This is an optimization exercise on Yosys and OpenROAD, whose aim is small area, a short achievable clock period and few clock cycles, not a production implementation. In this exercise RTL edits were held to simulation tests only and were not proved equivalent to the original. Power is estimated from default activity; no workload was simulated.

## P
## pfsm
module pfsm #(
    parameter [7:0] MARKER0      = 8'hA5,
    parameter [7:0] MARKER1      = 8'h5A,
    parameter [7:0] RETRY_BUDGET = 8'd2
) (
    input  wire         clk,
    input  wire         rst,
    input  wire         h_valid,
    output wire         h_ready,
    input  wire [18:0]  h_data,
    output reg          r_valid,
    input  wire         r_ready,
    output reg  [7:0]   r_data,
    output reg          r_last,
    input  wire         irq_valid,
    input  wire [3:0]   irq_flags,
    output reg          o_valid,
    input  wire         o_ready,
    output reg  [3:0]   o_op,
    output reg  [7:0]   o_data,
    input  wire         i_valid,
    output wire         i_ready,
    input  wire [7:0]   i_data,
    output wire         cip_req,
    output wire         cip_dir,
    output wire [127:0] cip_din,
    output wire [127:0] cip_key,
    input  wire         cip_done,
    input  wire         cip_timeout,
    input  wire [127:0] cip_dout,
    output wire         idle,
    output wire         fatal,
    output wire [2:0]   fault
);
    localparam [6:0] MAX_FRAME = 7'd96;
    localparam [3:0] OP_CONFIGURE = 4'd1,
                     OP_RX_ARM    = 4'd2,
                     OP_STROBE_RDY= 4'd3,
                     OP_FLUSH_RX  = 4'd4,
                     OP_FIFO_WR   = 4'd5,
                     OP_FIFO_BYTE = 4'd6,
                     OP_STROBE_TX = 4'd7,
                     OP_POWER_DN  = 4'd8,
                     OP_FIFO_RD   = 4'd9,
                     OP_METRICS   = 4'd10,
                     OP_MSG_AVAIL = 4'd11,
                     OP_DATA_SENT = 4'd12;
    localparam [1:0] M_UNINIT = 2'd0, M_RUN = 2'd1, M_STOPPED = 2'd2;
    localparam [2:0] F_OVERSIZE = 3'd1, F_NOT_INIT = 3'd2, F_TXDONE = 3'd3,
                     F_CRYPTO = 3'd4, F_BADCMD = 3'd5;
    localparam [4:0]
        ST_IDLE   = 5'd0,
        ST_DRAIN  = 5'd1,
        ST_INIT   = 5'd2,
        ST_INITW  = 5'd3,
        ST_RDSRC  = 5'd4,
        ST_RDDAT  = 5'd5,
        ST_W2STB  = 5'd6,
        ST_W2FRD  = 5'd7,
        ST_W2MET  = 5'd8,
        ST_W2FLU  = 5'd9,
        ST_W2PAR  = 5'd10,
  ...
export LEC_CHECK = 0
export CAP_MARGIN = 20
export CORE_MARGIN = 2
export CORE_UTILIZATION = 40
export SLEW_MARGIN = 20
create_clock -name core_clock -period 10.0 [get_ports {clk}]
standard.sh (not shown) runs the stock make flow with config.mk's settings and CLKGATE_MAP_FILE= SYNTH_SCRIPT=/design/flow/synth_recipe.tcl, a recipe that flattens the netlist after the stock synthesis.
==> flow/flow/run.sh <==
#!/bin/bash
# Layout: the standard ORFS flow (standard.sh, unchanged synthesis) with
# these settings:
#  - timing repair aims for 6.5 ns of setup slack (the default flow allows 5),
#  - no gate cloning during timing repair,
#  - port buffers are sky130_fd_sc_hd__buf_1,
#  - clock-tree sink clusters of up to 25 flip-flops within 80 um.
# All tool output goes to standard.log here (and ORFS's own logs under orfs/).
export SETUP_SLACK_MARGIN=6.5
export SKIP_GATE_CLONING=1
export BUFFER_PORTS_ARGS="-buffer_cell sky130_fd_sc_hd__buf_1"
export CTS_CLUSTER_SIZE=25
export CTS_CLUSTER_DIAMETER=80
bash standard.sh finish > standard.log 2>&1
Testbench counts of P, summed over its fixed seeds: cycles 167,131.
#### Input delta (Q over P)
-- flow/config.mk --
<<< P, line 8
export CAP_MARGIN = 20
export CORE_MARGIN = 2
export CORE_UTILIZATION = 40
export SLEW_MARGIN = 20
>>> Q, line 8
export CAP_MARGIN = 20
export CORE_MARGIN = 2
export CORE_UTILIZATION = 70
export SLEW_MARGIN = 20
Findings:
- Taking P as the reference, in Q combined buffer and inverter count along the critical path up 1, clock network contribution to total cell area now sits lower, netlist area before placement saw little to no change.
- Sequential cell area in the final layout: Q vs P, no meaningful difference
--- input diff Q..R ---
==> flow/flow/run.sh <==
#!/bin/bash
# Layout: the standard ORFS flow (standard.sh, unchanged synthesis) with
# these settings:
#  - timing repair aims for 6.8 ns of setup slack (the default flow allows 5),
#  - no gate cloning during timing repair,
#  - port buffers are sky130_fd_sc_hd__buf_1,
#  - clock-tree sink clusters of up to 25 flip-flops within 80 um.
# All tool output goes to standard.log here (and ORFS's own logs under orfs/).
export SETUP_SLACK_MARGIN=6.8
export SKIP_GATE_CLONING=1
export BUFFER_PORTS_ARGS="-buffer_cell sky130_fd_sc_hd__buf_1"
export CTS_CLUSTER_SIZE=25
export CTS_CLUSTER_DIAMETER=80
bash standard.sh finish > standard.log 2>&1
-- flow/config.mk --
<<< Q, line 8
export CAP_MARGIN = 20
export CORE_MARGIN = 2
export CORE_UTILIZATION = 70
export SLEW_MARGIN = 20
>>> R, line 8
export CAP_MARGIN = 20
export CORE_MARGIN = 2
export CORE_UTILIZATION = 60
export SLEW_MARGIN = 20
Findings:
- Number of clock buffer instances in the layout (higher): R
- When R is set beside Q, its worst setup slack turns out to be 130 ps larger.
- For clock buffer and inverter area fraction after layout, R and Q come out practically identical.
- Power after layout delta (R -> Q): insignificant
- Final cell area: R above Q
- [diff] wire length, R relative to Q: improvement
- R: total global routing track utilization lower than Q
- In R relative to Q, via count of the first global-routing pass had gone down by a few percent.
Input changes introduced in S (baseline for comparison: R):
==> flow/flow/run.sh <==
#!/bin/bash
export SETUP_SLACK_MARGIN=6.7
export SKIP_GATE_CLONING=1
export BUFFER_PORTS_ARGS="-buffer_cell sky130_fd_sc_hd__buf_1"
export CTS_ARGS="-sink_clustering_enable -repair_clock_nets -sink_clustering_size 20 -sink_clustering_max_diameter 60 -sink_clustering_buffer sky130_fd_sc_hd__clkbuf_8"
bash standard.sh finish > standard.log 2>&1
[summary]
The fraction of the cycle the final worst path needs of S exceeds that of R by 0.44 points. When the final numbers for S and R were put side by side, the global-route wire length before repair turned out to be greater in S. Initial antenna violation count came out lower on S than on R. When the final numbers for S and R were put side by side, the transition at the pin with the smallest max-transition slack turned out to be greater in S. Looking at share of the final layout cell area in sequential cells, S sits 0.34 points higher than R does. Taking R as the reference, in S area added between synthesis and finish went down, area occupied by multi-input gates went down. Re area of all placed cells without fillers: S is about 0.46% down on R.
Changes in T relative to S:
==> flow/flow/run.sh <==
#!/bin/bash
# Layout: the standard ORFS flow (standard.sh, unchanged synthesis) with
# these settings:
#  - timing repair aims for 6.7 ns of setup slack (the default flow allows 5),
#  - no gate cloning during timing repair,
#  - port buffers are sky130_fd_sc_hd__buf_1,
#  - clock-tree sink clusters of up to 25 flip-flops within 80 um.
# All tool output goes to standard.log here (and ORFS's own logs under orfs/).
export SETUP_SLACK_MARGIN=6.7
export SKIP_GATE_CLONING=1
export BUFFER_PORTS_ARGS="-buffer_cell sky130_fd_sc_hd__buf_1"
export CTS_CLUSTER_SIZE=25
export CTS_CLUSTER_DIAMETER=80
bash standard.sh finish > standard.log 2>&1
## What came out
The lower final cell count without fillers of S and T is in T.
Comparing S and T, the lower first-iteration DRC count was measured on T.
Of the two values seen for critical path launch point, r_data[3] was produced by T and r_data[6] by S.
[T] wire length of the first global-routing pass fell 1.6 mm relative to S
Non-clock buffer count in the final layout, S and T, higher one = S.

[separate check: timing with driven ports]
Ports are ideal in the flow. The routed layouts listed here were re-timed in OpenROAD. Step 1 (the two cells are an assumption about what drives the block):
set clk [get_ports {clk}]
set_driving_cell -lib_cell sky130_fd_sc_hd__clkbuf_16 $clk
set_driving_cell -lib_cell sky130_fd_sc_hd__buf_2 [delete_from_list [all_inputs] $clk]
Step 2 times the ports against the registers' clock, not the clock port: input delays grow and output delays shrink by t, the midpoint of the rising clock arrivals with the driver on. Slacks: ideal / step 1 / step 2; pairs: ideal / step 1.
run	t (ns)	setup WS [ns]	worst slew at a driven data input, ns
P	0.831	6.439 / 6.427 / 5.620	0.17
Q	0.788	6.489 / 6.481 / 5.747	0.19
R	0.770	6.619 / 6.547 / 5.944	0.16
S	0.804	6.575 / 6.494 / 5.956	0.17
T	0.780	6.590 / 6.513 / 5.969	0.17
After both steps setup and hold are still met in every run listed. The setup slack of P, which loses most, moves by -0.012 ns with the drivers and by -0.819 ns with both steps.
